From an optimization exercise on the open Yosys and OpenROAD flow, aimed at small area, a short achievable clock period and few clock cycles; shortcuts taken in it are not production practice. The RTL was checked by simulation tests, not by an equivalence proof against the original design. Power is estimated from default activity; no workload was simulated.

File: flow/constraint.sdc
create_clock -name core_clock -period 12.0 [get_ports {clk}]
set_input_delay 2.4000 -clock core_clock [delete_from_list [all_inputs] [get_ports {clk}]]
set_output_delay 2.4000 -clock core_clock [all_outputs]
set_load 0.01 [all_outputs]
File: flow/design.v
module codec_unit (
    input  wire        clk,
    input  wire        rst,
    input  wire        reg_we,
    input  wire [3:0]  reg_addr,
    input  wire [31:0] reg_wdata,
    output wire        busy,
    output reg  [6:0]  status,
    output reg  [31:0] rcnt,
    output wire [31:0] rcons,
    output reg         mem_valid,
    output reg         mem_we,
    output wire [31:0] mem_addr,
    output reg  [7:0]  mem_wdata,
    input  wire        mem_ready,
    input  wire [7:0]  mem_rdata
);
    localparam [2:0] K_HBI    = 3'd1;
    localparam [2:0] K_PACK   = 3'd2;
    localparam [2:0] K_UNPACK = 3'd3;
    localparam [2:0] K_GVC    = 3'd4;    
    localparam [2:0] K_GVD    = 3'd5;    
    localparam [2:0] E_CAPACITY = 3'd1;
    localparam [2:0] E_CORRUPT  = 3'd2;
    localparam [2:0] E_PARAM    = 3'd3;
    localparam [2:0] E_ILLEGAL  = 3'd4;
    localparam [4:0] S_IDLE = 5'd0;
    localparam [4:0] S_CHK1 = 5'd1;    
    localparam [4:0] S_CHK2 = 5'd2;    
    localparam [4:0] S_CHK3 = 5'd3;    
    localparam [4:0] S_CHK4 = 5'd4;    
    localparam [4:0] S_CHK5 = 5'd5;    
    localparam [4:0] S_U0   = 5'd6;    
    localparam [4:0] S_U1   = 5'd7;    
    localparam [4:0] S_MUL  = 5'd8;    
    localparam [4:0] S_MC1  = 5'd9;    
    localparam [4:0] S_PK   = 5'd10;   
    localparam [4:0] S_UP   = 5'd11;   
    localparam [4:0] S_GC1  = 5'd12;   
    localparam [4:0] S_GCC1 = 5'd13;   
    localparam [4:0] S_GCC2 = 5'd14;   
    localparam [4:0] S_GCC3 = 5'd15;   
    localparam [4:0] S_GC2  = 5'd16;   
    localparam [4:0] S_GDI1 = 5'd17;   
    localparam [4:0] S_GDI2 = 5'd18;   
    localparam [4:0] S_GD   = 5'd19;   
    localparam [2:0] G_SEL = 3'd0, G_RD = 3'd1, G_WR = 3'd2, G_VRD = 3'd3,
                     G_VWR = 3'd4, G_CK1 = 3'd5, G_CK2 = 3'd6, G_CK3 = 3'd7;
    localparam [1:0] C_RD = 2'd0, C_WR = 2'd1, C_WR0 = 2'd2, C_SEL = 2'd3;
    localparam [1:0] A_ZERO = 2'd0, A_ACC = 2'd1, A_SRC = 2'd2, A_DST = 2'd3;
    localparam [1:0] X_SLEN = 2'd0, X_DCAP = 2'd1, X_ARG = 2'd2, X_DST = 2'd3;
    localparam [2:0] AC_HOLD = 3'd0, AC_Y = 3'd1, AC_HALF = 3'd2, AC_SHL2 = 3'd3,
                     AC_ZERO = 3'd4;
    localparam [1:0] RC_HOLD = 2'd0, RC_DEC = 2'd1, RC_Y = 2'd2, RC_ZERO = 2'd3;
    reg [31:0] dst_r, dcap_r, src_r, slen_r, arg_r;
    reg [2:0]  opk;
    reg        imm;           
    reg        ill_r;         
    reg        bwbad_r;       
    reg [1:0]  ew_r;
    reg [5:0]  bw_r;
    reg [4:0]  state;
    reg [19:0] sv;            
    reg        pf;            
    reg        ov1;           
    reg        capf;          
    reg [33:0] acc;           
    reg [31:0] raddr, waddr;
    reg [2:0]  mstep;
    reg        cz;            
    reg [14:0] bb;            
    reg [5:0]  pb;            
    reg [2:0]  drop;          
    reg [5:0]  fr;            
    reg [1:0]  k;             
    reg [1:0]  wb;            
    reg        uw;            
    reg [7:0]  cur;
    reg [6:0]  prv;
    reg [7:0]  sel;
    reg [1:0]  q;
    reg [2:0]  jr;            
    reg [1:0]  m;             
    reg        vend;
    reg [2:0]  gph;
    reg [1:0]  cph;
    reg [1:0]  tl;            
    reg        started;
    reg [1:0]  code;
    reg [2:0]  pend;          
    assign rcons = acc[31:0];
    wire idle = sv[S_IDLE];
    assign busy = !idle;
    wire cmd_we = idle && reg_we && (reg_addr == 4'd0);
    function [19:0] onehot;
        input [4:0] st;
        begin
            onehot = 20'd1 << st;
        end
    endfunction
    wire [7:0] w_op = reg_wdata[7:0];
    wire [1:0] w_ew = reg_wdata[9:8];
    wire [5:0] w_bw = reg_wdata[21:16];
    wire w_pk = (w_op == 8'h02) || (w_op == 8'h03);
    wire w_known = w_pk || (w_op == 8'h01) || (w_op == 8'h10) || (w_op == 8'h11) ||
                   (w_op == 8'h12) || (w_op == 8'h13);
    wire w_ill = !w_known || (reg_wdata[15:10] != 6'd0) || (reg_wdata[31:22] != 10'd0) ||
                 (w_ew == 2'd3) || (!w_pk && w_ew != 2'd2) || (!w_pk && w_bw != 6'd0);
    wire w_bwbad = w_pk && ((w_bw == 6'd0) || (w_bw > 6'd32));
    reg [2:0] w_opk;
    always @(*) begin
        case (w_op)
            8'h01:        w_opk = K_HBI;
            8'h02:        w_opk = K_PACK;
            8'h03:        w_opk = K_UNPACK;
            8'h10, 8'h12: w_opk = K_GVC;
            default:      w_opk = K_GVD;
        endcase
    end
    reg [1:0] ks, kd;
    reg [1:0] w_ks, w_kd;
    always @(*) begin
        case (w_opk)
            K_PACK:   begin w_ks = w_ew; w_kd = 2'd2; end
            K_UNPACK: begin w_ks = 2'd2; w_kd = w_ew; end
            K_GVC:    begin w_ks = 2'd2; w_kd = 2'd0; end
            default:  begin w_ks = 2'd0; w_kd = 2'd2; end
        endcase
    end
    wire slen_nz = (slen_r != 32'd0);
    wire dcap_nz = (dcap_r != 32'd0);
    wire arg_nz  = (arg_r != 32'd0);
    wire is_pk   = (opk == K_PACK);
    function [5:0] hbi;
        input [31:0] v;
        integer i;
        begin
            hbi = 6'd1;
            for (i = 0; i < 32; i = i + 1)
                if (v[i]) hbi = i + 1;
        end
    endfunction
    reg  [1:0]  a_sel;
    reg  [1:0]  x_sel;
    reg  [1:0]  sh;
    reg         b_sm;        
    reg  [5:0]  bsm;
    reg         inv;
    reg         cin;
    wire [35:0] aop = ({36{a_acc}} & {{2{acc[33]}}, acc}) |
                      ({36{a_src}} & {4'd0, src_r}) |
                      ({36{a_dst}} & {4'd0, dst_r});
    wire [31:0] xv  = ({32{x_slen & !x_dcap & !x_arg & !x_dst}} & slen_r) |
                      ({32{x_dcap}} & dcap_r) | ({32{x_arg}} & arg_r) | ({32{x_dst}} & dst_r);
    wire [35:0] xs  = (sh == 2'd0) ? {4'd0, xv} :
                      (sh == 2'd1) ? {3'd0, xv, 1'b0} : {2'd0, xv, 2'b00};
    wire [35:0] bv  = b_sm ? {30'd0, bsm} : xs;
    wire [35:0] bop = inv ? ~bv : bv;
    wire [36:0] ysum = {aop, 1'b1} + {bop, cin};
    wire [35:0] y    = ysum[36:1];
    wire        yneg = y[35];
    wire        ylo0 = (y[31:0] == 32'd0);
    wire        ytop = (y[35:32] != 4'd0) && ((y[35:32] != 4'd1) || !ylo0);   
    wire        ypos = !y[35] && ((y[34:32] != 3'd0) || !ylo0);             
    wire        atend = (acc[33:32] == 2'd0) && (acc[31:0] == slen_r);   
    wire [2:0] ewb = (ew_r == 2'd0) ? 3'd1 : (ew_r == 2'd1) ? 3'd2 : 3'd4;
    wire [1:0] ewl = ew_r[1] ? 2'd3 : {1'b0, ew_r[0]};       
    wire rcnt_one = (rcnt == 32'd1);
    reg [31:0] rcnt_dec;
    always @(*) begin : rdec
        reg bi;
        integer i;
        bi = 1'b1;
        for (i = 0; i < 32; i = i + 1) begin
            rcnt_dec[i] = rcnt[i] ^ bi;
            bi = bi & !rcnt[i];
        end
    end
    wire xfer = mem_valid && mem_ready;
    function [7:0] lmask;
        input [5:0] n;
        begin
            lmask = (n >= 6'd8) ? 8'hFF : ~(8'hFF << n[2:0]);
        end
    endfunction
    wire pk_last  = (fr <= 6'd8) || (k == ewl);
    wire pk_wr    = (pb >= 6'd8) || (cz && ((pb != 6'd0) || (wb != 2'd0)));
    wire pk_done  = cz && (pb <= 6'd8) && (wb == 2'd3);        
    wire [14:0] pk_in = {7'd0, mem_rdata & lmask(fr)} << pb[2:0];
    wire [5:0] up_d     = (fr >= 6'd8) ? 6'd8 : fr;             
    wire       up_lastb = (k == ewl);
    wire [5:0] up_c     = up_lastb ? fr : up_d;                 
    wire       up_fit   = (up_c <= pb);
    wire [5:0] up_e     = up_c - pb;
    wire [14:0] up_sh   = bb >> up_c[3:0];
    wire [14:0] up_in   = {7'd0, mem_rdata >> drop} << pb[2:0];
    wire       gc_tail = (rcnt[31:2] == 30'd0) && (rcnt[1:0] <= slen_r[1:0]);
    wire       rd_nz   = (mem_rdata != 8'd0);
    reg        gc_thr;
    always @(*) begin
        case (k)
            2'd3: gc_thr = (mem_rdata[7:4] != 4'd0);
            2'd2: gc_thr = (mem_rdata[7:5] != 3'd0);
            2'd1: gc_thr = (mem_rdata[7:6] != 2'd0);
            default: gc_thr = mem_rdata[7];
        endcase
    end
    wire       gc_vdone = rd_nz || (gc_tail ? (k == 2'd0) : (k == 2'd1));
    wire [2:0] gc_len   = !rd_nz ? 3'd1 :
                          ({1'b0, k} + 3'd1 + {2'b00, gc_tail & gc_thr});
    wire [2:0] gc_add   = gc_len + {2'b00, !gc_tail && (q == 2'd0)};
    reg [6:0] vg_rd, vg_wr;
    always @(*) begin
        case (k)
            2'd3: begin vg_rd = {3'b000, mem_rdata[7:4]}; vg_wr = {3'b000, cur[7:4]}; end
            2'd2: begin vg_rd = {cur[3:0], mem_rdata[7:5]}; vg_wr = {prv[3:0], cur[7:5]}; end
            2'd1: begin vg_rd = {cur[4:0], mem_rdata[7:6]}; vg_wr = {prv[4:0], cur[7:6]}; end
            default: begin vg_rd = {cur[5:0], mem_rdata[7]}; vg_wr = {prv[5:0], cur[7]}; end
        endcase
    end
    reg [1:0] gd_code;
    always @(*) begin
        case (q)
            2'd0: gd_code = sel[1:0];
            2'd1: gd_code = sel[3:2];
            2'd2: gd_code = sel[5:4];
            default: gd_code = sel[7:6];
        endcase
    end
    wire [4:0] gd_sum = 5'd4 + sel[1:0] + sel[3:2] + sel[5:4] + sel[7:6];
    reg [7:0] vw_data;
    always @(*) begin
        if ({1'b0, m} + 3'd2 == jr) begin
            case (m)
                2'd0: vw_data = {cur[0], prv[6:0]};
                2'd1: vw_data = {cur[1:0], prv[6:1]};
                2'd2: vw_data = {cur[2:0], prv[6:2]};
                default: vw_data = {cur[3:0], prv[6:3]};
            endcase
        end else if ({1'b0, m} + 3'd1 == jr) begin
            case (m)
                2'd0: vw_data = {1'b0, cur[6:0]};
                2'd1: vw_data = {2'b00, cur[6:1]};
                2'd2: vw_data = {3'b000, cur[6:2]};
                default: vw_data = {4'b0000, cur[6:3]};
            endcase
        end else
            vw_data = 8'd0;
    end
    wire gd_rd  = sv[S_GD] && (gph == G_SEL || gph == G_RD || gph == G_VRD);
    wire gd_ck1 = sv[S_GD] && (gph == G_CK1);
    wire gd_ck2 = sv[S_GD] && (gph == G_CK2);
    wire gd_ck3 = sv[S_GD] && (gph == G_CK3);
    wire gd_wr  = sv[S_GD] && (gph == G_WR);
    wire gd_vwr = sv[S_GD] && (gph == G_VWR);
    wire gd_oth = sv[S_GD] && !(gd_rd || gd_ck1 || gd_ck2 || gd_ck3);
    wire op_hbi = (opk == K_HBI);
    wire mul0   = (mstep == 3'd0);
    wire a_acc = sv[S_CHK4] | sv[S_CHK5] | sv[S_U1] | (sv[S_MUL] & !mul0) | sv[S_MC1] |
                 sv[S_PK] | sv[S_GC1] | sv[S_GCC1] | sv[S_GCC2] | sv[S_GC2] | sv[S_GDI2] |
                 gd_rd | gd_ck1 | gd_ck2 | gd_ck3;
    wire a_src = (sv[S_CHK1] & !op_hbi) | sv[S_CHK3];
    wire a_dst = sv[S_CHK2];
    wire x_slen = sv[S_IDLE] | sv[S_CHK1] | sv[S_CHK4] | (sv[S_MUL] & is_pk) |
                  (sv[S_MC1] & !is_pk) | sv[S_GCC3] | gd_ck2;
    wire x_dcap = sv[S_CHK2] | sv[S_CHK5] | sv[S_U1] | (sv[S_MC1] & is_pk) | sv[S_GCC2] |
                  sv[S_GDI2];
    wire x_arg  = sv[S_U0] | (sv[S_MUL] & !is_pk) | sv[S_UP] | sv[S_GDI1] | gd_oth;
    wire x_dst  = sv[S_CHK3];
    wire sh_s   = sv[S_CHK1] | sv[S_CHK4];
    wire sh_d   = sv[S_CHK2] | sv[S_CHK5];
    wire [1:0] shv = sh_s ? ks : sh_d ? kd : 2'd0;
    wire sm_hbi = sv[S_CHK1] & op_hbi;
    wire sm_pend = sv[S_GC1] | sv[S_GCC1];
    wire sm_four = (sv[S_GDI1] | gd_oth) & imm;
    wire sm_sum  = gd_ck1 | gd_ck3;
    wire b_smw = sm_hbi | (sv[S_MUL] & !bw_r[5] & !bw_r[mstep]) | sv[S_PK] | sm_pend |
                 sv[S_GC2] | sm_four | gd_rd | sm_sum;
    wire [5:0] bsmw = ({6{sm_hbi}} & hbi(arg_r)) | ({6{sm_pend}} & {3'd0, pend}) |
                      ({6{sm_four}} & 6'd4) | ({6{gd_rd}} & 6'd1) |
                      ({6{sm_sum}} & {1'b0, gd_sum});
    wire invw = sv[S_CHK3] | sv[S_CHK5] | sv[S_U1] | sv[S_MC1] | sv[S_GCC2] | sv[S_GDI2] |
                gd_ck2 | gd_ck3;
    wire cinw = sv[S_CHK3] | sv[S_CHK5] | (sv[S_MUL] & !bw_r[5]) | gd_ck3;
    always @(*) begin
        a_sel = a_acc ? A_ACC : a_src ? A_SRC : a_dst ? A_DST : A_ZERO;
        x_sel = x_dcap ? X_DCAP : x_arg ? X_ARG : x_dst ? X_DST : X_SLEN;
        sh    = shv;
        b_sm  = b_smw;
        bsm   = bsmw;
        inv   = invw;
        cin   = cinw;
    end
    wire pk_we = sv[S_PK] & pk_wr;
    wire up_we = sv[S_UP] & uw;
    wire gc_we = sv[S_GC2] & (cph != C_RD);
    always @(*) begin
        mem_we    = pk_we | up_we | gc_we | gd_wr | gd_vwr;
        mem_valid = (sv[S_PK] & (pk_wr | !cz)) | sv[S_UP] | (sv[S_GC1] & !cz) | sv[S_GC2] |
                    (gd_rd & !atend) | gd_wr | gd_vwr;
        mem_wdata = ({8{sv[S_PK]}} & bb[7:0]) |
                    ({8{sv[S_UP]}} & bb[7:0] & lmask(up_d)) |
                    ({8{sv[S_GC2] & (cph == C_WR)}} &
                         ((tl != 2'd0) ? {started, vg_wr} : cur)) |
                    ({8{sv[S_GC2] & (cph == C_WR0)}} & {started, cur[6:0]}) |
                    ({8{sv[S_GC2] & (cph == C_SEL)}} & sel) |
                    ({8{gd_wr & (k <= gd_code)}} & cur) |
                    ({8{gd_vwr}} & vw_data);
    end
    assign mem_addr = mem_we ? waddr : raddr;
    function [31:0] step;
        input [31:0] p;
        input [3:0]  d;
        reg   [3:0]  lo;
        reg   [28:0] inc, dec;
        reg          ci, bi;
        integer      i;
        begin
            lo = {1'b0, p[2:0]} + {1'b0, d[2:0]};
            ci = 1'b1;
            bi = 1'b1;
            for (i = 0; i < 29; i = i + 1) begin
                inc[i] = p[i + 3] ^ ci;
                dec[i] = p[i + 3] ^ bi;
                ci = ci & p[i + 3];
                bi = bi & !p[i + 3];
            end
            if (lo[3] == d[3])
                step = {p[31:3], lo[2:0]};
            else if (lo[3])
                step = {inc, lo[2:0]};
            else
                step = {dec, lo[2:0]};
        end
    endfunction
    reg [3:0] rdl, wdl;      
    reg [4:0] state_n;
    reg [5:0] pbn, frn;
    reg [2:0] ac_op;
    reg [1:0] rc_op;
    reg       fin;
    reg [6:0] fin_st;
    task finish_ok;
        input [2:0] a;
        input [1:0] r;
        begin
            fin    = 1'b1;
            fin_st = 7'h01;
            ac_op  = a;
            rc_op  = r;
        end
    endtask
    task finish_err;
        input [2:0] e;
        begin
            fin    = 1'b1;
            fin_st = {e, 4'h2};
            ac_op  = AC_ZERO;
            rc_op  = RC_ZERO;
        end
    endtask
    always @(posedge clk) begin
        state_n = state;
        rdl    = 4'd0;
        wdl    = 4'd0;
        ac_op  = AC_HOLD;
        rc_op  = RC_HOLD;
        fin    = 1'b0;
        fin_st = 7'h01;
        case (state)
        S_IDLE: begin
            raddr <= src_r;
            waddr <= dst_r;
            if (reg_we) begin
                case (reg_addr)
                    4'd0: begin
                        opk     <= w_opk;
                        imm     <= (w_op == 8'h10) || (w_op == 8'h11);
                        ill_r   <= w_ill;
                        bwbad_r <= w_bwbad;
                        ew_r    <= w_ew;
                        ks      <= w_ks;
                        kd      <= w_kd;
                        bw_r    <= w_bw;
                        rc_op   = RC_Y;         
                        state_n   = S_CHK1;
                    end
                    4'd1: dst_r  <= reg_wdata;
                    4'd2: dcap_r <= reg_wdata;
                    4'd3: src_r  <= reg_wdata;
                    4'd4: slen_r <= reg_wdata;
                    4'd5: arg_r  <= reg_wdata;
                    default: ;
                endcase
            end
        end
        S_CHK1: begin
            pf    <= slen_nz && ytop;
            state_n = S_CHK2;
            if (ill_r)
                finish_err(E_ILLEGAL);
            else if (bwbad_r || (imm && opk == K_GVC && slen_r != 32'd4))
                finish_err(E_PARAM);
            else if (opk == K_HBI)
                finish_ok(AC_ZERO, RC_Y);
        end
        S_CHK2: begin
            pf    <= pf || (dcap_nz && ytop);
            state_n = S_CHK3;
        end
        S_CHK3: begin
            ac_op = AC_Y;
            state_n = S_CHK4;
        end
        S_CHK4: begin
            ov1   <= ypos;
            state_n = S_CHK5;
        end
        S_CHK5: begin
            mstep <= 3'd0;
            q     <= 2'd0;
            k     <= 2'd0;
            pend  <= 3'd0;
            cz    <= !slen_nz;
            if (opk == K_GVC)
                rdl = 4'd3;              
            if (pf || (slen_nz && dcap_nz && ov1 && yneg))
                finish_err(E_PARAM);
            else begin
                case (opk)
                    K_PACK:   state_n = S_MUL;
                    K_UNPACK: state_n = S_U0;
                    K_GVC: begin
                        ac_op = AC_ZERO;
                        k     <= 2'd3;
                        state_n = S_GC1;
                    end
                    default:  state_n = S_GDI1;
                endcase
            end
        end
        S_U0: begin
            ac_op = AC_Y;
            rc_op = RC_Y;
            state_n = S_U1;
        end
        S_U1: begin
            capf  <= !yneg;
            state_n = S_MUL;
        end
        S_MUL: begin
            mstep <= mstep + 3'd1;
            if (bw_r[5]) begin
                ac_op = AC_Y;
                state_n = S_MC1;
            end else begin
                ac_op = AC_HALF;
                if (mstep == 3'd4)
                    state_n = S_MC1;
            end
        end
        S_MC1: begin
            bb   <= 15'd0;
            pb   <= 6'd0;
            drop <= 3'd0;
            fr   <= bw_r;
            k    <= 2'd0;
            wb   <= 2'd0;
            uw   <= 1'b0;
            if (is_pk) begin
                state_n = S_PK;
                if (!yneg)
                    finish_err(E_CAPACITY);
                else if (!slen_nz)
                    finish_ok(AC_ZERO, RC_ZERO);
            end else begin
                state_n = S_UP;
                if (!yneg)
                    finish_err(E_CORRUPT);
                else if (capf)
                    finish_err(E_CAPACITY);
                else if (!arg_nz)
                    finish_ok(AC_ZERO, RC_ZERO);
            end
        end
        S_PK: begin
            if (xfer) begin
                if (pk_wr) begin
                    bb  <= bb >> 8;
                    pb  <= (pb >= 6'd8) ? pb - 6'd8 : 6'd0;
                    wb  <= wb + 2'd1;
                    wdl = 4'd1;
                    if (pk_done)
                        finish_ok(AC_ZERO, RC_Y);
                end else begin
                    bb <= bb | pk_in;
                    if (pk_last) begin
                        pb    <= pb + fr;
                        fr    <= bw_r;
                        k     <= 2'd0;
                        rdl   = {1'b0, ewb} - {2'b00, k};
                        rc_op = RC_DEC;
                        cz    <= rcnt_one;
                    end else begin
                        pb  <= pb + 6'd8;
                        fr  <= fr - 6'd8;
                        k   <= k + 2'd1;
                        rdl = 4'd1;
                    end
                end
            end
        end
        S_UP: begin
            pbn = pb;
            frn = fr;
            if (xfer) begin
                if (uw) begin
                    wdl = 4'd1;
                    if (up_fit) begin
                        bb  <= up_sh;
                        pbn = pb - up_c;
                    end else begin
                        bb   <= 15'd0;
                        pbn  = 6'd0;
                        rdl  = {1'b0, up_e[5:3]};
                        drop <= up_e[2:0];
                    end
                    if (up_lastb) begin
                        frn   = bw_r;
                        k     <= 2'd0;
                        rc_op = RC_DEC;
                        if (rcnt_one)
                            finish_ok(AC_SHL2, RC_Y);
                    end else begin
                        frn = fr - up_d;
                        k   <= k + 2'd1;
                    end
                end else begin
                    bb   <= bb | up_in;
                    pbn  = pb + 6'd8 - {3'd0, drop};
                    drop <= 3'd0;
                    rdl  = 4'd1;
                end
            end
            pb <= pbn;
            fr <= frn;
            uw <= (pbn >= ((frn >= 6'd8) ? 6'd8 : frn));
        end
        S_GC1: begin
            ac_op = AC_Y;
            wdl   = {1'b0, pend};
            pend  <= 3'd0;
            if (cz)
                state_n = S_GCC1;
            else if (xfer) begin
                if (gc_vdone) begin
                    pend  <= gc_add;
                    rdl   = 4'd7 - {2'b00, k};
                    k     <= 2'd3;
                    q     <= q + 2'd1;
                    rc_op = RC_DEC;
                    if (rcnt_one)
                        state_n = S_GCC1;
                end else begin
                    rdl = 4'hF;
                    k   <= k - 2'd1;
                end
            end
        end
        S_GCC1: begin
            ac_op = AC_Y;
            wdl   = {1'b0, pend} - 4'd1;     
            rdl   = 4'hC;                    
            state_n = S_GCC2;
        end
        S_GCC2: begin
            state_n = S_GCC3;
            if (!yneg)
                finish_err(E_CAPACITY);
            else if (!slen_nz)
                finish_ok(AC_ZERO, RC_ZERO);
        end
        S_GCC3: begin
            rc_op   = RC_Y;
            tl      <= slen_r[1:0];
            q       <= 2'd3;
            k       <= 2'd3;
            started <= 1'b0;
            cph     <= C_RD;
            state_n   = S_GC2;
        end
        S_GC2: begin
            if (xfer) begin
                case (cph)
                    C_RD: begin
                        rdl = 4'hF;
                        cur <= mem_rdata;
                        prv <= cur[6:0];
                        if (tl != 2'd0) begin
                            if (started || vg_rd != 7'd0)
                                cph <= C_WR;
                            else if (k == 2'd0)
                                cph <= C_WR0;
                            else
                                k <= k - 2'd1;
                        end else begin
                            if (started || rd_nz || k == 2'd0)
                                cph <= C_WR;
                            else
                                k <= k - 2'd1;
                        end
                    end
                    C_WR: begin
                        wdl = 4'hF;
                        started <= 1'b1;
                        if (tl != 2'd0) begin
                            if (k == 2'd0)
                                cph <= C_WR0;
                            else begin
                                k   <= k - 2'd1;
                                cph <= C_RD;
                            end
                        end else begin
                            if (!started)
                                code <= k;
                            if (k == 2'd0) begin
                                sel     <= {sel[5:0], started ? code : 2'd0};
                                rc_op   = RC_DEC;
                                started <= 1'b0;
                                k       <= 2'd3;
                                cph     <= (q == 2'd0) ? C_SEL : C_RD;
                                q       <= q - 2'd1;
                            end else begin
                                k   <= k - 2'd1;
                                cph <= C_RD;
                            end
                        end
                    end
                    C_WR0: begin
                        wdl = 4'hF;
                        rc_op   = RC_DEC;
                        tl      <= tl - 2'd1;
                        started <= 1'b0;
                        k       <= 2'd3;
                        cph     <= C_RD;
                        if (rcnt_one)
                            finish_ok(AC_ZERO, RC_Y);
                    end
                    default: begin    
                        wdl = 4'hF;
                        cph <= C_RD;
                        if (rcnt == 32'd0)
                            finish_ok(AC_ZERO, RC_Y);
                    end
                endcase
            end
        end
        S_GDI1: begin
            ac_op = AC_Y;
            rc_op = RC_Y;
            state_n = S_GDI2;
        end
        S_GDI2: begin
            ac_op = AC_ZERO;
            k     <= 2'd0;
            q     <= 2'd0;
            m     <= 2'd0;
            jr    <= 3'd0;
            gph   <= (rcnt[31:2] != 30'd0) ? G_SEL : G_VRD;
            state_n = S_GD;
            if (!yneg)
                finish_err(E_CAPACITY);
            else if (rcnt == 32'd0)
                finish_ok(AC_ZERO, RC_ZERO);
        end
        S_GD: begin
            case (gph)
                G_SEL, G_RD, G_VRD: begin
                    if (atend)
                        finish_err(E_CORRUPT);
                    else if (xfer) begin
                        rdl   = 4'd1;
                        ac_op = AC_Y;
                        cur   <= mem_rdata;
                        prv   <= cur[6:0];
                        if (gph == G_SEL) begin
                            sel <= mem_rdata;
                            q   <= 2'd0;
                            k   <= 2'd0;
                            gph <= imm ? G_CK1 : G_RD;
                        end else if (gph == G_RD)
                            gph <= G_WR;
                        else begin
                            jr <= jr + 3'd1;
                            if (jr == 3'd4 && mem_rdata[7:4] != 4'd0)
                                finish_err(E_CORRUPT);
                            else if (!mem_rdata[7] || jr != 3'd0)
                                gph <= G_VWR;
                            vend <= !mem_rdata[7];
                        end
                    end
                end
                G_CK1: begin
                    ac_op = AC_Y;
                    gph   <= G_CK2;
                end
                G_CK2: begin
                    gph <= G_CK3;
                    if (!yneg)
                        finish_err(E_CORRUPT);
                end
                G_CK3: begin
                    ac_op = AC_Y;
                    gph   <= G_RD;
                end
                G_WR: begin
                    if (xfer) begin
                        wdl = 4'd1;
                        k   <= k + 2'd1;
                        if (k == 2'd3) begin
                            q     <= q + 2'd1;
                            rc_op = RC_DEC;
                            if (rcnt_one)
                                finish_ok(AC_HOLD, RC_Y);
                            else if (q == 2'd3)
                                gph <= (rcnt > 32'd4) ? G_SEL : G_VRD;
                            else
                                gph <= G_RD;
                        end else if (k + 2'd1 <= gd_code)
                            gph <= G_RD;
                    end
                end
                default: begin   
                    if (xfer) begin
                        wdl = 4'd1;
                        m   <= m + 2'd1;
                        if (!vend)
                            gph <= G_VRD;
                        else if (m == 2'd3) begin
                            rc_op = RC_DEC;
                            jr    <= 3'd0;
                            gph   <= G_VRD;
                            if (rcnt_one)
                                finish_ok(AC_HOLD, RC_Y);
                        end
                    end
                end
            endcase
        end
        default: state_n = S_IDLE;
        endcase
        if (!idle) begin
            raddr <= step(raddr, rdl);
            waddr <= step(waddr, wdl);
        end
        case (ac_op)
            AC_Y:    acc <= y[33:0];
            AC_HALF: acc <= y[34:1];
            AC_SHL2: acc <= {acc[31:0], 2'b00};
            AC_ZERO: acc <= 34'd0;
            default: ;
        endcase
        case (rc_op)
            RC_DEC:  rcnt <= rcnt_dec;
            RC_Y:    rcnt <= y[31:0];
            RC_ZERO: rcnt <= 32'd0;
            default: ;
        endcase
        if (fin) begin
            status <= fin_st;
            state_n = S_IDLE;
        end
        state <= state_n;
        sv    <= onehot(state_n);
        if (rst) begin
            dst_r  <= 32'd0;
            dcap_r <= 32'd0;
            src_r  <= 32'd0;
            slen_r <= 32'd0;
            arg_r  <= 32'd0;
            state  <= S_IDLE;
            sv     <= onehot(S_IDLE);
            status <= 7'd0;
            rcnt   <= 32'd0;
            acc    <= 34'd0;
        end
    end
endmodule
File: flow/config.mk
export PLATFORM = sky130hd
export DESIGN_NAME = codec_unit
export DESIGN_NICKNAME = codec_unit
export VERILOG_FILES = /design/flow/design.v
export SDC_FILE = /design/flow/constraint.sdc
export NUM_CORES = 4
export LEC_CHECK = 0
export CAP_MARGIN = 20
export CORE_MARGIN = 2
export CORE_UTILIZATION = 40
export SLEW_MARGIN = 20
File: flow/run.sh
#!/bin/bash
# synth_recipe.tcl (not shown) runs the flow's synth.tcl, then flattens the netlist and writes it again
# the make line also repeats each setting of config.mk as NAME=value (left out here)
make -C /OpenROAD-flow-scripts/flow DESIGN_CONFIG=/design/flow/config.mk WORK_HOME=/design/flow/orfs CLKGATE_MAP_FILE= SYNTH_SCRIPT=/design/flow/synth_recipe.tcl finish
==> run_results.csv, run 1 <==
group,metric,value,unit
sta,slew_violations,0,
clocking,clk_latency,0.67,ns
global_routing,antenna_found_initial,1,
route,routed_wl,118,mm
sta,post-route-period-util,0.633,
die,floorplan.initialDensity,0.405,
hold_path,hold_path.class,"reg2reg",
clocking,cts_sinks,424,
power,p_seq_frac,0.444,
die,die_area,80700,um2
route,dr.pass1.iters,13,
logic_synthesis,synthTopCellsByCount,"632 x nand2_1, 341 x a21oi_1, 300 x nor2_1",
power,p_leak,13.1,nW
die,rows,102,
sta,slew-limit-headroom,0.266,
power,p_clk_frac,0.435,
die,core_area,77600,um2
clocking,numCtsBuffers,51,
setup_path,slowest_stage,"o31ai_1",
route,via_per_inst,6.13,
setup_path,cp.depth,23,
route,drt-initial-drc-count,3797,
clocking,cts_hold_buf,0,
power,ir_worst_vdd,0.122,mV
global_routing,grt-busiest-layer,"met2",
setup_path,crit_fanout,33,
global_routing,grt_overflow_total,0,
logic_synthesis,synth_top_area_cell,"dfxtp_1",
clocking,cts_tree,"yes",
global_routing,use_met1,0.352,
power,p_comb_frac,0.121,
clocking,cts_setup_buffers,0,
power,power_density,103,nW/um2
clocking,clockRootBuffer,"clkbuf_16",
logic_synthesis,synthCells,3927,
placed_design,port_buffers,159,
power,switchingPower,0.998,mW
clocking,cts.reportedPaths.clkPinSlew,0.06,ns
setup_path,critPathTopFamily,"compound AO/OA/AOI/OAI gates",
die,die_y,284,um
cells_and_area,nets,4116,
sta,fmax,132,MHz
setup_path,critPathMaxStageDelay,0.72,ns
setup_path,worstPathRequired,12.35,ns
global_routing,use_met3,0.0413,
hold_path,min_path_cells,2,
cells_and_area,drive_gt1_frac,0.0689,
clocking,cts_resized,0,
sta,fin_skew,0.0644,ns
placed_design,dp.cells,4895,
logic_synthesis,synth_most_common_cell,"nand2_1",
sta,setup_violations,0,
setup_path,worst-path-buf-inv,2,
setup_path,start_kind,"flip-flop",
route,vias,30600,
power,total_power,3.62,mW
logic_synthesis,synth_seq_cells,424,
logic_synthesis,synth_top_flop_cell,"dfxtp_1",
cells_and_area,syn_to_final_growth,12.5,%
global_routing,grt_util_all_layers,0.280,
logic_synthesis,synth_top_area_frac,0.163,
setup_path,cp-end-kind,"flip-flop",
sta,rsz0062_at_grt,"false",
route,ant_nets,0,
setup_path,path_class,"reg2reg",
global_routing,grt_pass1_vias,28700,
logic_synthesis,yosys-top-cells-area,"dfxtp_1 16%, edfxtp_1 16%, nand2_1 7.6%",
global_routing,met2_usage,0.472,
logic_synthesis,yosys_warnings,1,
cells_and_area,nFillCells,7862,
setup_path,path_cells,"xnor2_1, nor3_1, or3_1, buf_4, a2111oi_4, buf_4, a21boi_0, mux2i_1, nor2_1, a211oi_1, a221oi_1, xnor2_1, ha_1, nand2_1, a311oi_1, nor2_1, o31ai_1, a41oi_1, xor2_1, and4b_1, nand4_1, o41ai_1, a31oi_1",
setup_path,rr_worst_depth,23,
logic_synthesis,ys_seq_area_frac,0.324,
logic_synthesis,synth_area_per_cell,7.99,um2
sta,worst_pin_slew,1.09,ns
cells_and_area,final_cells,4990,
clocking,clock_path_buffers,3,
logic_synthesis,synth_edf_count,168,
global_routing,grt_max_degree,116,
route,remaining_drc_errors,0,
logic_synthesis,synth_area,31400,um2
global_routing,grt_pass1_wl,177,mm
power,swShare,0.275,
route,wl_per_cell,23.6,um
setup_path,crit_arrival,7.95,ns
sta,hold_viol,0,
clocking,h-tree-depth,2,
die,io_pins,162,
sta,min_period,7.60,ns
logic_synthesis,synth_cell_types,100,
outcome,status,"no timing/DRC/antenna violations",
power,internal_power,2.63,mW
die,dieWidth,284,um
job,cap_violations,0,
placed_design,gp_congestion,0.957,
placed_design,dp_hpwl,88.5,mm
sta,setup-tns-final,0,ns
logic_synthesis,synth-async-reset-ratio,0,
kinds of logic after synthesis:
logic type                 after synthesis  synth area share
and+or+nand+nor                       1428             0.208
AOI/OAI and AO/OA                     1096             0.232
buffers and inverters                  467            0.0607
DFF                                    424             0.324
xor gates and xnor gates               188            0.0525
muxes                                  164            0.0568
adders and majority gates              158            0.0658
other                                    2          0.000239
layout by cell type (no fill, tap or decap), drive strengths merged, types with 132 or more instances in the layout:
cell,n
a21oi,342
clkdlybuf4s50,158
dfxtp,256
edfxtp,168
ha,146
inv,172
nand2,632
nor2,300
nor3,136
o21ai,216
xnor2,132
tightest hold or removal path, stage by stage (launching register included):
cell     delay [ns]
dfxtp_1        0.31
nand2_1        0.05
a21oi_1        0.05
layout make-up:
class                   count  area, um2  area share
multi-input cells        3039      19400       0.550
flip-flops and latches    424      10200       0.288
repair buffers            219       2070      0.0585
clock buffers              76       1510      0.0428
well taps                1040       1300      0.0368
inverters                 175        657      0.0186
clock inverters            16        184     0.00521
diodes                      1       2.50   0.0000708
metal layers:
layer	vias up	wire length [um]
met1	14600	47400
met4	0	6050
met2	1394	56000
met3	311	8520
li1	14300	-
met5	-	0
worst paths after layout:
kind	start	endpoint	slack [ns]
worst min register to register	status[1]	status[1]	0.46
worst max register to register	gph[1]	pf	4.40
worst max-delay path	gph[1]	pf	4.40
worst min-delay path	status[1]	status[1]	0.46
sequential cells by signal, indices dropped and copies added, names as in the netlist, 20 cells and up:
register	count
dcap_r	32
sv	20
arg_r	32
raddr	32
dst_r	32
src_r	32
rcnt	32
acc	34
waddr	32
slen_r	32
power groups by stage:
stage               combinational, mW  sequential, mW  clock (mW)
floorplan                       0.302            1.60           0
global placement                0.430            1.64           0
detailed placement              0.431            1.64           0
CTS                             0.434            1.61        1.60
global route                    0.484            1.61        1.65
finish                          0.439            1.61        1.58
stage by stage:
step / cell area, um2 / setup WS [ns] / util / hold WS, ns
2_1_floorplan: 31400 / 4.34 / - / 0.424
6_report: 35300 / 4.40 / 0.455 / 0.457
3_5_place_dp: 33600 / 4.19 / 0.433 / 0.452
3_3_place_gp: 33600 / 4.25 / 0.433 / 0.452
5_1_grt: 35300 / 3.72 / 0.455 / 0.485
4_1_cts: 35300 / 4.38 / 0.455 / 0.459
Testbench counts, summed over its fixed seeds: cycles 222,808.
==> inputs of run 2 (changes only) <==
--- a/flow/design.v
+++ b/flow/design.v
@@ -44,6 +44,7 @@
     localparam [4:0] S_GDI1 = 5'd17;   
     localparam [4:0] S_GDI2 = 5'd18;   
     localparam [4:0] S_GD   = 5'd19;   
+    localparam [4:0] S_CHK6 = 5'd20;   
     localparam [2:0] G_SEL = 3'd0, G_RD = 3'd1, G_WR = 3'd2, G_VRD = 3'd3,
                      G_VWR = 3'd4, G_CK1 = 3'd5, G_CK2 = 3'd6, G_CK3 = 3'd7;
     localparam [1:0] C_RD = 2'd0, C_WR = 2'd1, C_WR0 = 2'd2, C_SEL = 2'd3;
@@ -53,18 +54,21 @@
                      AC_ZERO = 3'd4;
     localparam [1:0] RC_HOLD = 2'd0, RC_DEC = 2'd1, RC_Y = 2'd2, RC_ZERO = 2'd3;
     reg [31:0] dst_r, dcap_r, src_r, slen_r, arg_r;
-    reg [2:0]  opk;
+    reg [4:0]  opk1;          
     reg        imm;           
     reg        ill_r;         
     reg        bwbad_r;       
     reg [1:0]  ew_r;
     reg [5:0]  bw_r;
     reg [4:0]  state;
-    reg [19:0] sv;            
+    reg [20:0] sv;            
     reg        pf;            
-    reg        ov1;           
     reg        capf;          
-    reg [33:0] acc;           
+    reg        ov2;           
+    reg        cf;            
+    reg        cg;            
+    reg        fastck;        
+    reg [35:0] acc;           
     reg [31:0] raddr, waddr;
     reg [2:0]  mstep;
     reg        cz;            
@@ -83,6 +87,7 @@
     reg [1:0]  m;             
     reg        vend;
     reg [2:0]  gph;
+    reg [7:0]  gv;            
     reg [1:0]  cph;
     reg [1:0]  tl;            
     reg        started;
@@ -92,10 +97,10 @@
     wire idle = sv[S_IDLE];
     assign busy = !idle;
     wire cmd_we = idle && reg_we && (reg_addr == 4'd0);
-    function [19:0] onehot;
+    function [20:0] onehot;
         input [4:0] st;
         begin
-            onehot = 20'd1 << st;
+            onehot = 21'd1 << st;
         end
     endfunction
     wire [7:0] w_op = reg_wdata[7:0];
@@ -130,7 +135,7 @@
     wire slen_nz = (slen_r != 32'd0);
     wire dcap_nz = (dcap_r != 32'd0);
     wire arg_nz  = (arg_r != 32'd0);
-    wire is_pk   = (opk == K_PACK);
+    wire is_pk   = opk1[1];
     function [5:0] hbi;
         input [31:0] v;
         integer i;
@@ -147,7 +152,7 @@
     reg  [5:0]  bsm;
     reg         inv;
     reg         cin;
-    wire [35:0] aop = ({36{a_acc}} & {{2{acc[33]}}, acc}) |
+    wire [35:0] aop = ({36{a_acc}} & acc) |
                       ({36{a_src}} & {4'd0, src_r}) |
                       ({36{a_dst}} & {4'd0, dst_r});
     wire [31:0] xv  = ({32{x_slen & !x_dcap & !x_arg & !x_dst}} & slen_r) |
@@ -159,23 +164,13 @@
     wire [36:0] ysum = {aop, 1'b1} + {bop, cin};
     wire [35:0] y    = ysum[36:1];
     wire        yneg = y[35];
-    wire        ylo0 = (y[31:0] == 32'd0);
-    wire        ytop = (y[35:32] != 4'd0) && ((y[35:32] != 4'd1) || !ylo0);   
-    wire        ypos = !y[35] && ((y[34:32] != 3'd0) || !ylo0);             
-    wire        atend = (acc[33:32] == 2'd0) && (acc[31:0] == slen_r);   
+    wire        atend = (acc[35:32] == 4'd0) && (acc[31:0] == slen_r);   
+    wire        alo0  = (acc[31:0] == 32'd0);
+    wire        atop  = (acc[35:32] != 4'd0) && ((acc[35:32] != 4'd1) || !alo0);   
+    wire        apos  = !acc[35] && ((acc[34:32] != 3'd0) || !alo0);             
     wire [2:0] ewb = (ew_r == 2'd0) ? 3'd1 : (ew_r == 2'd1) ? 3'd2 : 3'd4;
     wire [1:0] ewl = ew_r[1] ? 2'd3 : {1'b0, ew_r[0]};       
     wire rcnt_one = (rcnt == 32'd1);
-    reg [31:0] rcnt_dec;
-    always @(*) begin : rdec
-        reg bi;
-        integer i;
-        bi = 1'b1;
-        for (i = 0; i < 32; i = i + 1) begin
-            rcnt_dec[i] = rcnt[i] ^ bi;
-            bi = bi & !rcnt[i];
-        end
-    end
     wire xfer = mem_valid && mem_ready;
     function [7:0] lmask;
         input [5:0] n;
@@ -247,41 +242,42 @@
         end else
             vw_data = 8'd0;
     end
-    wire gd_rd  = sv[S_GD] && (gph == G_SEL || gph == G_RD || gph == G_VRD);
-    wire gd_ck1 = sv[S_GD] && (gph == G_CK1);
-    wire gd_ck2 = sv[S_GD] && (gph == G_CK2);
-    wire gd_ck3 = sv[S_GD] && (gph == G_CK3);
-    wire gd_wr  = sv[S_GD] && (gph == G_WR);
-    wire gd_vwr = sv[S_GD] && (gph == G_VWR);
+    wire gd_rd  = sv[S_GD] && (gv[G_SEL] || gv[G_RD] || gv[G_VRD]);
+    wire gd_ck1 = sv[S_GD] && gv[G_CK1];
+    wire gd_ck2 = sv[S_GD] && gv[G_CK2];
+    wire gd_ck3 = sv[S_GD] && gv[G_CK3];
+    wire gd_wr  = sv[S_GD] && gv[G_WR];
+    wire gd_vwr = sv[S_GD] && gv[G_VWR];
     wire gd_oth = sv[S_GD] && !(gd_rd || gd_ck1 || gd_ck2 || gd_ck3);
-    wire op_hbi = (opk == K_HBI);
+    wire op_hbi = opk1[0];
     wire mul0   = (mstep == 3'd0);
     wire a_acc = sv[S_CHK4] | sv[S_CHK5] | sv[S_U1] | (sv[S_MUL] & !mul0) | sv[S_MC1] |
                  sv[S_PK] | sv[S_GC1] | sv[S_GCC1] | sv[S_GCC2] | sv[S_GC2] | sv[S_GDI2] |
                  gd_rd | gd_ck1 | gd_ck2 | gd_ck3;
     wire a_src = (sv[S_CHK1] & !op_hbi) | sv[S_CHK3];
+    wire ck1f  = sv[S_CHK1] & fastck;     
     wire a_dst = sv[S_CHK2];
-    wire x_slen = sv[S_IDLE] | sv[S_CHK1] | sv[S_CHK4] | (sv[S_MUL] & is_pk) |
+    wire x_slen = sv[S_IDLE] | (sv[S_CHK1] & !fastck) | sv[S_CHK5] | (sv[S_MUL] & is_pk) |
                   (sv[S_MC1] & !is_pk) | sv[S_GCC3] | gd_ck2;
-    wire x_dcap = sv[S_CHK2] | sv[S_CHK5] | sv[S_U1] | (sv[S_MC1] & is_pk) | sv[S_GCC2] |
+    wire x_dcap = sv[S_CHK2] | sv[S_CHK4] | sv[S_U1] | (sv[S_MC1] & is_pk) | sv[S_GCC2] |
                   sv[S_GDI2];
-    wire x_arg  = sv[S_U0] | (sv[S_MUL] & !is_pk) | sv[S_UP] | sv[S_GDI1] | gd_oth;
-    wire x_dst  = sv[S_CHK3];
-    wire sh_s   = sv[S_CHK1] | sv[S_CHK4];
-    wire sh_d   = sv[S_CHK2] | sv[S_CHK5];
+    wire x_arg  = sv[S_CHK6] | (sv[S_MUL] & !is_pk) | sv[S_UP] | gd_oth;
+    wire x_dst  = sv[S_CHK3] | ck1f;
+    wire sh_s   = (sv[S_CHK1] & !fastck) | sv[S_CHK5];
+    wire sh_d   = sv[S_CHK2] | sv[S_CHK4];
     wire [1:0] shv = sh_s ? ks : sh_d ? kd : 2'd0;
     wire sm_hbi = sv[S_CHK1] & op_hbi;
     wire sm_pend = sv[S_GC1] | sv[S_GCC1];
-    wire sm_four = (sv[S_GDI1] | gd_oth) & imm;
+    wire sm_four = (sv[S_CHK6] | gd_oth) & imm;
     wire sm_sum  = gd_ck1 | gd_ck3;
     wire b_smw = sm_hbi | (sv[S_MUL] & !bw_r[5] & !bw_r[mstep]) | sv[S_PK] | sm_pend |
                  sv[S_GC2] | sm_four | gd_rd | sm_sum;
     wire [5:0] bsmw = ({6{sm_hbi}} & hbi(arg_r)) | ({6{sm_pend}} & {3'd0, pend}) |
                       ({6{sm_four}} & 6'd4) | ({6{gd_rd}} & 6'd1) |
                       ({6{sm_sum}} & {1'b0, gd_sum});
-    wire invw = sv[S_CHK3] | sv[S_CHK5] | sv[S_U1] | sv[S_MC1] | sv[S_GCC2] | sv[S_GDI2] |
+    wire invw = sv[S_CHK3] | ck1f | sv[S_CHK4] | sv[S_U1] | sv[S_MC1] | sv[S_GCC2] | sv[S_GDI2] |
                 gd_ck2 | gd_ck3;
-    wire cinw = sv[S_CHK3] | sv[S_CHK5] | (sv[S_MUL] & !bw_r[5]) | gd_ck3;
+    wire cinw = sv[S_CHK3] | ck1f | sv[S_CHK4] | (sv[S_MUL] & !bw_r[5]) | gd_ck3;
     always @(*) begin
         a_sel = a_acc ? A_ACC : a_src ? A_SRC : a_dst ? A_DST : A_ZERO;
         x_sel = x_dcap ? X_DCAP : x_arg ? X_ARG : x_dst ? X_DST : X_SLEN;
@@ -313,28 +309,21 @@
         input [3:0]  d;
         reg   [3:0]  lo;
         reg   [28:0] inc, dec;
-        reg          ci, bi;
-        integer      i;
+        reg          s_inc, s_dec, s_hold;
         begin
-            lo = {1'b0, p[2:0]} + {1'b0, d[2:0]};
-            ci = 1'b1;
-            bi = 1'b1;
-            for (i = 0; i < 29; i = i + 1) begin
-                inc[i] = p[i + 3] ^ ci;
-                dec[i] = p[i + 3] ^ bi;
-                ci = ci & p[i + 3];
-                bi = bi & !p[i + 3];
-            end
-            if (lo[3] == d[3])
-                step = {p[31:3], lo[2:0]};
-            else if (lo[3])
-                step = {inc, lo[2:0]};
-            else
-                step = {dec, lo[2:0]};
+            lo     = {1'b0, p[2:0]} + {1'b0, d[2:0]};
+            inc    = p[31:3] + 29'd1;
+            dec    = p[31:3] - 29'd1;
+            s_inc  = lo[3] & !d[3];
+            s_dec  = !lo[3] & d[3];
+            s_hold = !(s_inc | s_dec);
+            step   = {({29{s_hold}} & p[31:3]) | ({29{s_inc}} & inc) | ({29{s_dec}} & dec),
+                      lo[2:0]};
         end
     endfunction
     reg [3:0] rdl, wdl;      
     reg [4:0] state_n;
+    reg [2:0] gph_n;
     reg [5:0] pbn, frn;
     reg [2:0] ac_op;
     reg [1:0] rc_op;
@@ -361,6 +350,7 @@
     endtask
     always @(posedge clk) begin
         state_n = state;
+        gph_n   = gph;
         rdl    = 4'd0;
         wdl    = 4'd0;
         ac_op  = AC_HOLD;
@@ -374,12 +364,14 @@
             if (reg_we) begin
                 case (reg_addr)
                     4'd0: begin
-                        opk     <= w_opk;
+                        opk1    <= 5'd1 << (w_opk - 3'd1);
                         imm     <= (w_op == 8'h10) || (w_op == 8'h11);
                         ill_r   <= w_ill;
                         bwbad_r <= w_bwbad;
                         ew_r    <= w_ew;
                         ks      <= w_ks;
+                        fastck  <= (src_r[31:30] == 2'd0) && (dst_r[31:30] == 2'd0) &&
+                                   (slen_r[31:28] == 4'd0) && (dcap_r[31:28] == 4'd0);
                         kd      <= w_kd;
                         bw_r    <= w_bw;
                         rc_op   = RC_Y;         
@@ -395,55 +387,60 @@
             end
         end
         S_CHK1: begin
-            pf    <= slen_nz && ytop;
-            state_n = S_CHK2;
+            pf      <= 1'b0;
+            ac_op   = AC_Y;              
+            state_n = fastck ? S_CHK4 : S_CHK2;
             if (ill_r)
                 finish_err(E_ILLEGAL);
-            else if (bwbad_r || (imm && opk == K_GVC && slen_r != 32'd4))
+            else if (bwbad_r || (imm && opk1[3] && slen_r != 32'd4))
                 finish_err(E_PARAM);
-            else if (opk == K_HBI)
+            else if (opk1[0])
                 finish_ok(AC_ZERO, RC_Y);
         end
         S_CHK2: begin
-            pf    <= pf || (dcap_nz && ytop);
+            pf      <= slen_nz && atop;
+            ac_op   = AC_Y;              
             state_n = S_CHK3;
         end
         S_CHK3: begin
-            ac_op = AC_Y;
+            pf      <= pf || (dcap_nz && atop);
+            ac_op   = AC_Y;              
             state_n = S_CHK4;
         end
         S_CHK4: begin
-            ov1   <= ypos;
+            ov2     <= yneg;             
             state_n = S_CHK5;
         end
         S_CHK5: begin
+            ac_op   = AC_Y;              
+            state_n = S_CHK6;
+        end
+        S_CHK6: begin
             mstep <= 3'd0;
             q     <= 2'd0;
             k     <= 2'd0;
             pend  <= 3'd0;
             cz    <= !slen_nz;
-            if (opk == K_GVC)
+            if (opk1[3])
                 rdl = 4'd3;              
-            if (pf || (slen_nz && dcap_nz && ov1 && yneg))
+            if (pf || (slen_nz && dcap_nz && apos && ov2))
                 finish_err(E_PARAM);
-            else begin
-                case (opk)
-                    K_PACK:   state_n = S_MUL;
-                    K_UNPACK: state_n = S_U0;
-                    K_GVC: begin
-                        ac_op = AC_ZERO;
-                        k     <= 2'd3;
-                        state_n = S_GC1;
-                    end
-                    default:  state_n = S_GDI1;
-                endcase
+            else if (opk1[1])
+                state_n = S_MUL;
+            else if (opk1[2]) begin
+                ac_op   = AC_Y;
+                rc_op   = RC_Y;
+                state_n = S_U1;
+            end else if (opk1[3]) begin
+                ac_op   = AC_ZERO;
+                k       <= 2'd3;
+                state_n = S_GC1;
+            end else begin
+                ac_op   = AC_Y;
+                rc_op   = RC_Y;
+                state_n = S_GDI2;
             end
         end
-        S_U0: begin
-            ac_op = AC_Y;
-            rc_op = RC_Y;
-            state_n = S_U1;
-        end
         S_U1: begin
             capf  <= !yneg;
             state_n = S_MUL;
@@ -467,20 +464,17 @@
             k    <= 2'd0;
             wb   <= 2'd0;
             uw   <= 1'b0;
+            cf   <= !yneg;
             if (is_pk) begin
                 state_n = S_PK;
-                if (!yneg)
-                    finish_err(E_CAPACITY);
-                else if (!slen_nz)
+                if (!slen_nz)
                     finish_ok(AC_ZERO, RC_ZERO);
             end else begin
                 state_n = S_UP;
-                if (!yneg)
-                    finish_err(E_CORRUPT);
-                else if (capf)
-                    finish_err(E_CAPACITY);
-                else if (!arg_nz)
+                if (!arg_nz)
                     finish_ok(AC_ZERO, RC_ZERO);
+                else if (!slen_nz)
+                    finish_err(E_CORRUPT);
             end
         end
         S_PK: begin
@@ -509,6 +503,9 @@
                     end
                 end
             end
+            cf <= 1'b0;
+            if (cf)
+                finish_err(E_CAPACITY);
         end
         S_UP: begin
             pbn = pb;
@@ -545,6 +542,11 @@
             pb <= pbn;
             fr <= frn;
             uw <= (pbn >= ((frn >= 6'd8) ? 6'd8 : frn));
+            cf <= 1'b0;
+            if (cf)
+                finish_err(E_CORRUPT);
+            else if (capf)
+                finish_err(E_CAPACITY);
         end
         S_GC1: begin
             ac_op = AC_Y;
@@ -574,11 +576,8 @@
             state_n = S_GCC2;
         end
         S_GCC2: begin
+            cf      <= !yneg;
             state_n = S_GCC3;
-            if (!yneg)
-                finish_err(E_CAPACITY);
-            else if (!slen_nz)
-                finish_ok(AC_ZERO, RC_ZERO);
         end
         S_GCC3: begin
             rc_op   = RC_Y;
@@ -587,7 +586,11 @@
             k       <= 2'd3;
             started <= 1'b0;
             cph     <= C_RD;
-            state_n   = S_GC2;
+            state_n = S_GC2;
+            if (cf)
+                finish_err(E_CAPACITY);
+            else if (!slen_nz)
+                finish_ok(AC_ZERO, RC_ZERO);
         end
         S_GC2: begin
             if (xfer) begin
@@ -655,22 +658,16 @@
                 endcase
             end
         end
-        S_GDI1: begin
-            ac_op = AC_Y;
-            rc_op = RC_Y;
-            state_n = S_GDI2;
-        end
         S_GDI2: begin
             ac_op = AC_ZERO;
             k     <= 2'd0;
             q     <= 2'd0;
             m     <= 2'd0;
             jr    <= 3'd0;
-            gph   <= (rcnt[31:2] != 30'd0) ? G_SEL : G_VRD;
+            gph_n   = (rcnt[31:2] != 30'd0) ? G_SEL : G_VRD;
             state_n = S_GD;
-            if (!yneg)
-                finish_err(E_CAPACITY);
-            else if (rcnt == 32'd0)
+            cg      <= !yneg;        
+            if (rcnt == 32'd0)
                 finish_ok(AC_ZERO, RC_ZERO);
         end
         S_GD: begin
@@ -687,31 +684,32 @@
                             sel <= mem_rdata;
                             q   <= 2'd0;
                             k   <= 2'd0;
-                            gph <= imm ? G_CK1 : G_RD;
+                            gph_n = imm ? G_CK1 : G_RD;
                         end else if (gph == G_RD)
-                            gph <= G_WR;
+                            gph_n = G_WR;
                         else begin
                             jr <= jr + 3'd1;
                             if (jr == 3'd4 && mem_rdata[7:4] != 4'd0)
                                 finish_err(E_CORRUPT);
                             else if (!mem_rdata[7] || jr != 3'd0)
-                                gph <= G_VWR;
+                                gph_n = G_VWR;
                             vend <= !mem_rdata[7];
                         end
                     end
                 end
                 G_CK1: begin
                     ac_op = AC_Y;
-                    gph   <= G_CK2;
+                    gph_n   = G_CK2;
                 end
                 G_CK2: begin
-                    gph <= G_CK3;
-                    if (!yneg)
-                        finish_err(E_CORRUPT);
+                    cf    <= !yneg;
+                    gph_n = G_CK3;
                 end
                 G_CK3: begin
                     ac_op = AC_Y;
-                    gph   <= G_RD;
+                    gph_n = G_RD;
+                    if (cf)
+                        finish_err(E_CORRUPT);
                 end
                 G_WR: begin
                     if (xfer) begin
@@ -723,11 +721,11 @@
                             if (rcnt_one)
                                 finish_ok(AC_HOLD, RC_Y);
                             else if (q == 2'd3)
-                                gph <= (rcnt > 32'd4) ? G_SEL : G_VRD;
+                                gph_n = (rcnt > 32'd4) ? G_SEL : G_VRD;
                             else
-                                gph <= G_RD;
+                                gph_n = G_RD;
                         end else if (k + 2'd1 <= gd_code)
-                            gph <= G_RD;
+                            gph_n = G_RD;
                     end
                 end
                 default: begin   
@@ -735,17 +733,20 @@
                         wdl = 4'd1;
                         m   <= m + 2'd1;
                         if (!vend)
-                            gph <= G_VRD;
+                            gph_n = G_VRD;
                         else if (m == 2'd3) begin
                             rc_op = RC_DEC;
                             jr    <= 3'd0;
-                            gph   <= G_VRD;
+                            gph_n   = G_VRD;
                             if (rcnt_one)
                                 finish_ok(AC_HOLD, RC_Y);
                         end
                     end
                 end
             endcase
+            cg <= 1'b0;
+            if (cg)
+                finish_err(E_CAPACITY);
         end
         default: state_n = S_IDLE;
         endcase
@@ -754,14 +755,14 @@
             waddr <= step(waddr, wdl);
         end
         case (ac_op)
-            AC_Y:    acc <= y[33:0];
-            AC_HALF: acc <= y[34:1];
-            AC_SHL2: acc <= {acc[31:0], 2'b00};
-            AC_ZERO: acc <= 34'd0;
+            AC_Y:    acc <= y;
+            AC_HALF: acc <= {1'b0, y[35:1]};
+            AC_SHL2: acc <= {acc[33:0], 2'b00};
+            AC_ZERO: acc <= 36'd0;
             default: ;
         endcase
         case (rc_op)
-            RC_DEC:  rcnt <= rcnt_dec;
+            RC_DEC:  rcnt <= rcnt - 32'd1;
             RC_Y:    rcnt <= y[31:0];
             RC_ZERO: rcnt <= 32'd0;
             default: ;
@@ -772,6 +773,8 @@
         end
         state <= state_n;
         sv    <= onehot(state_n);
+        gph   <= gph_n;
+        gv    <= 8'd1 << gph_n;
         if (rst) begin
             dst_r  <= 32'd0;
             dcap_r <= 32'd0;
@@ -782,7 +785,7 @@
             sv     <= onehot(S_IDLE);
             status <= 7'd0;
             rcnt   <= 32'd0;
-            acc    <= 34'd0;
+            acc    <= 36'd0;
         end
     end
 endmodule
==> run 2 against run 1 <==
Net effect:
- hold slack better by 0.014 ns
- fmax is 5.8% higher
- power is 3.5% higher
- synthesized cell count is 7.6% higher
- critical path type unchanged
- largest cell class unchanged
- highest routed layer unchanged
==> run_results.csv, run 2 <==
group,metric,value,unit
outcome,status,"no timing/DRC/antenna violations",
logic_synthesis,ys_seq_area_frac,0.313,
setup_path,path_class,"reg2reg",
setup_path,start_kind,"flip-flop",
die,floorplan.initialDensity,0.405,
clocking,numCtsBuffers,51,
setup_path,critPathLaunch,"sv[19]",
setup_path,cp_common_cell,"buf_4",
setup_path,crit_arrival,7.54,ns
logic_synthesis,yosys_warnings,1,
route,wl_met3,10.7,mm
logic_synthesis,synth_area_per_cell,7.88,um2
global_routing,antenna_found_initial,2,
route,route.met2.wl,60.6,mm
power,p_clk_frac,0.446,
sta,post-route-period-util,0.598,
logic_synthesis,synth_top_area_cell,"dfxtp_1",
sta,min_period,7.18,ns
route,dr.pass1.iters,14,
logic_synthesis,synth_edf_count,169,
power,switchingPower,1.08,mW
clocking,cts_sinks,437,
power,p_seq_frac,0.437,
cells_and_area,nets,4344,
global_routing,grt_overflow_total,0,
die,die_area,85600,um2
job,cap_violations,0,
die,die_y,293,um
logic_synthesis,synth_area,33300,um2
global_routing,grt_max_degree,105,
logic_synthesis,yosys.area_share.simple,0.210,
setup_path,crit_fanout,33,
route,remaining_drc_errors,0,
die,rows,105,
clocking,h-tree-depth,2,
setup_path,worstPathRequired,12.37,ns
sta,rsz0062_at_grt,"false",
route,ant_nets,0,
logic_synthesis,synth_most_common_cell,"nand2_1",
setup_path,slowest_stage,"o32ai_1",
cells_and_area,multi_input_area,20800,um2
sta,slew-limit-headroom,0.247,
cells_and_area,final_common_cell,"nand2_1",
clocking,cts_tree,"yes",
logic_synthesis,synth_cell_types,98,
hold_path,min_from,"status[0]",
logic_synthesis,synth_seq_cells,437,
clocking,cts_hold_buf,0,
logic_synthesis,synth_compound_area_frac,0.272,
sta,slew_violations,0,
cells_and_area,final_cell_mix,"636 x nand2_1, 386 x a21oi_1, 285 x nor2_1",
sta,hold_viol,0,
logic_synthesis,yosys-top-cells-area,"dfxtp_1 16%, edfxtp_1 15%, nand2_1 7.2%",
hold_path,hold_path.class,"reg2reg",
sta,fmax,139,MHz
clocking,clockRootBuffer,"clkbuf_16",
cells_and_area,largest_reg_flops,36,
setup_path,critPathMaxStageDelay,0.72,ns
cells_and_area,register_area,10400,um2
route,routed_wl,133,mm
cells_and_area,max_flop_register,"acc",
route,via_per_inst,6.44,
placed_design,port_buffers,159,
power,ir_worst_vdd,0.104,mV
sta,setup_violations,0,
setup_path,path_cells,"o21ai_1, a41oi_1, nand2_1, buf_4, a2111oi_2, buf_4, a21boi_0, o311ai_1, mux2i_1, a31oi_1, nand3_1, fa_1, a211oi_1, o21ai_0, nand4_1, a21oi_1, o32ai_1, o31ai_1, o22ai_1, xor2_1, inv_1",
logic_synthesis,synth_top_flop_cell,"dfxtp_1",
placed_design,gp_congestion,0.979,
clocking,cts_resized,0,
global_routing,grt_pass1_vias,31100,
sta,setup-tns-final,0,ns
power,power_density,101,nW/um2
die,core_area,82200,um2
placed_design,dp_hpwl,99.3,mm
die,dieWidth,293,um
logic_synthesis,muxShareOfSynthArea,0.0357,
cells_and_area,syn_to_final_growth,11.5,%
logic_synthesis,synth_top_area_frac,0.161,
power,swShare,0.288,
logic_synthesis,synthCells,4226,
die,io_pins,162,
setup_path,timing.rr.start,"sv[19]",
logic_synthesis,synth-async-reset-ratio,0,
clocking,cts_setup_buffers,0,
global_routing,grt_pass1_wl,198,mm
clocking,clock_path_buffers,3,
route,vias,33900,
logic_synthesis,synth-adder-area-share,0.0557,
power,internal_power,2.67,mW
sta,worst_pin_slew,1.12,ns
cells_and_area,drive_gt1_frac,0.0665,
clocking,clk_latency,0.66,ns
logic_synthesis,synth_top_family_by_area,"compound AO/OA/AOI/OAI gates",
sta,fin_skew,0.0467,ns
route,wl_met1,53.9,mm
sta,worst_slack,4.82,ns
logic_synthesis,synth-xor-area-share,0.0478,
route,drt-initial-drc-count,4583,
setup_path,cp-end-kind,"flip-flop",
power,p_comb_frac,0.117,
clocking,cts.reportedPaths.clkPinSlew,0.06,ns
route,wl_per_cell,25.3,um
logic_synthesis,synthTopCellsByCount,"636 x nand2_1, 387 x a21oi_1, 288 x nor2_1",
cells_and_area,nFillCells,8327,
placed_design,pre_cts_ws,4.69,ns
power,p_leak,13.8,nW
route,highest_layer,"met4",
global_routing,grt_util_all_layers,0.298,
run 2: cell types whose count changed in the layout (fill, tap and decap cells not counted), sizes merged, moves of 33 or more:
cell,delta
mux2i,-55
a21o,+33
nor3,-42
nand3,+47
a21oi,+46
a22oi,+36
run 2: per-layer routing:
layer	vias to the layer above	global-route usage
met5	-	0
met4	0	0.161
met3	386	0.0391
met2	1801	0.476
met1	16200	0.391
li1	15500	-
run 2: kinds of logic (layout without fill, tap and decap cells):
kind of cell / after synthesis / count (layout)
other cells: 2 / 7
mux: 91 / 91
simple gates: 1499 / 1499
buf+inv: 536 / 504
flops: 437 / 437
xor+xnor: 182 / 182
compound gates: 1338 / 1338
fa+ha+maj: 141 / 141
run 2: critical path, delay by kind of cell, from the launching register on:
kind                       cells  cell delay, ns
adders and majority gates      1            0.48
buffers and inverters          3            0.75
xor gates and xnor gates       1            0.58
AOI/OAI and AO/OA             12            3.70
and+or+nand+nor                3            0.55
muxes                          1            0.13
DFF                            1            0.66
run 2: power groups by stage:
stage | sequential, mW | combinational [mW] | clock (mW)
after floorplan | 1.63 | 0.285 | 0
after global placement | 1.67 | 0.428 | 0
after detailed placement | 1.67 | 0.427 | 0
after CTS | 1.64 | 0.429 | 1.69
after global routing | 1.64 | 0.470 | 1.74
final | 1.64 | 0.439 | 1.67
run 2: path summary, 6_finish.rpt:
check	endpoint	slack [ns]	cells after the start
worst max register to register	capf	4.82	21
worst max-delay path	capf	4.82	21
worst min-delay path	status[0]	0.47	2
worst min register to register	status[0]	0.47	2
run 2: stage by stage:
stage	power, mW	instance area, um2	utilization	hold WS (ns)	std cells
floorplan	1.91	33300	-	0.424	4229
global placement	2.10	35300	0.430	0.447	5172
detailed placement	2.10	35300	0.430	0.463	5172
CTS	3.75	37100	0.452	0.473	5267
global route	3.85	37100	0.452	0.493	5269
finish	3.75	37100	0.452	0.471	5269
run 2: area by class of cell:
| class | count | share of cell area |
|---|---|---|
| multi-input cells | 3256 | 0.560 |
| flip-flops and latches | 437 | 0.281 |
| repair buffers | 220 | 0.0552 |
| clock buffers | 74 | 0.0425 |
| well taps | 1070 | 0.0360 |
| inverters | 189 | 0.0191 |
| clock inverters | 21 | 0.00573 |
| diodes | 2 | 0.000135 |
Testbench counts of run 2, summed over its fixed seeds: cycles 221,008.

[what the ideal ports hide]
The flow's constraints put no driver on any port. The routed layouts listed below were extracted and timed again, unchanged, in two steps.
Step 1 (the two cells are an assumption about what drives the block):
set clk [get_ports {clk}]
set_driving_cell -lib_cell sky130_fd_sc_hd__clkbuf_16 $clk
set_driving_cell -lib_cell sky130_fd_sc_hd__buf_2 [delete_from_list [all_inputs] $clk]
Step 2 adds t to the input delays and takes it off the output delays; t is the mean of the earliest and latest rising clock arrival at the registers after step 1. Input paths then give back, and output paths get back, about the clock's delay inside the block.
Three values: ideal, step 1, step 2; two values: the first two.
run | shift t [ns] | setup WS [ns] | cell pins on the clock port's net
run 1 | 0.707 | 4.405 / 4.405 / 4.160 | 1
run 2 | 0.703 | 4.824 / 4.824 / 4.570 | 1
After both steps setup and hold are still met in every run listed. The setup slack of run 2, which loses most, moves by 0.000 ns with the drivers and by -0.254 ns with both steps.
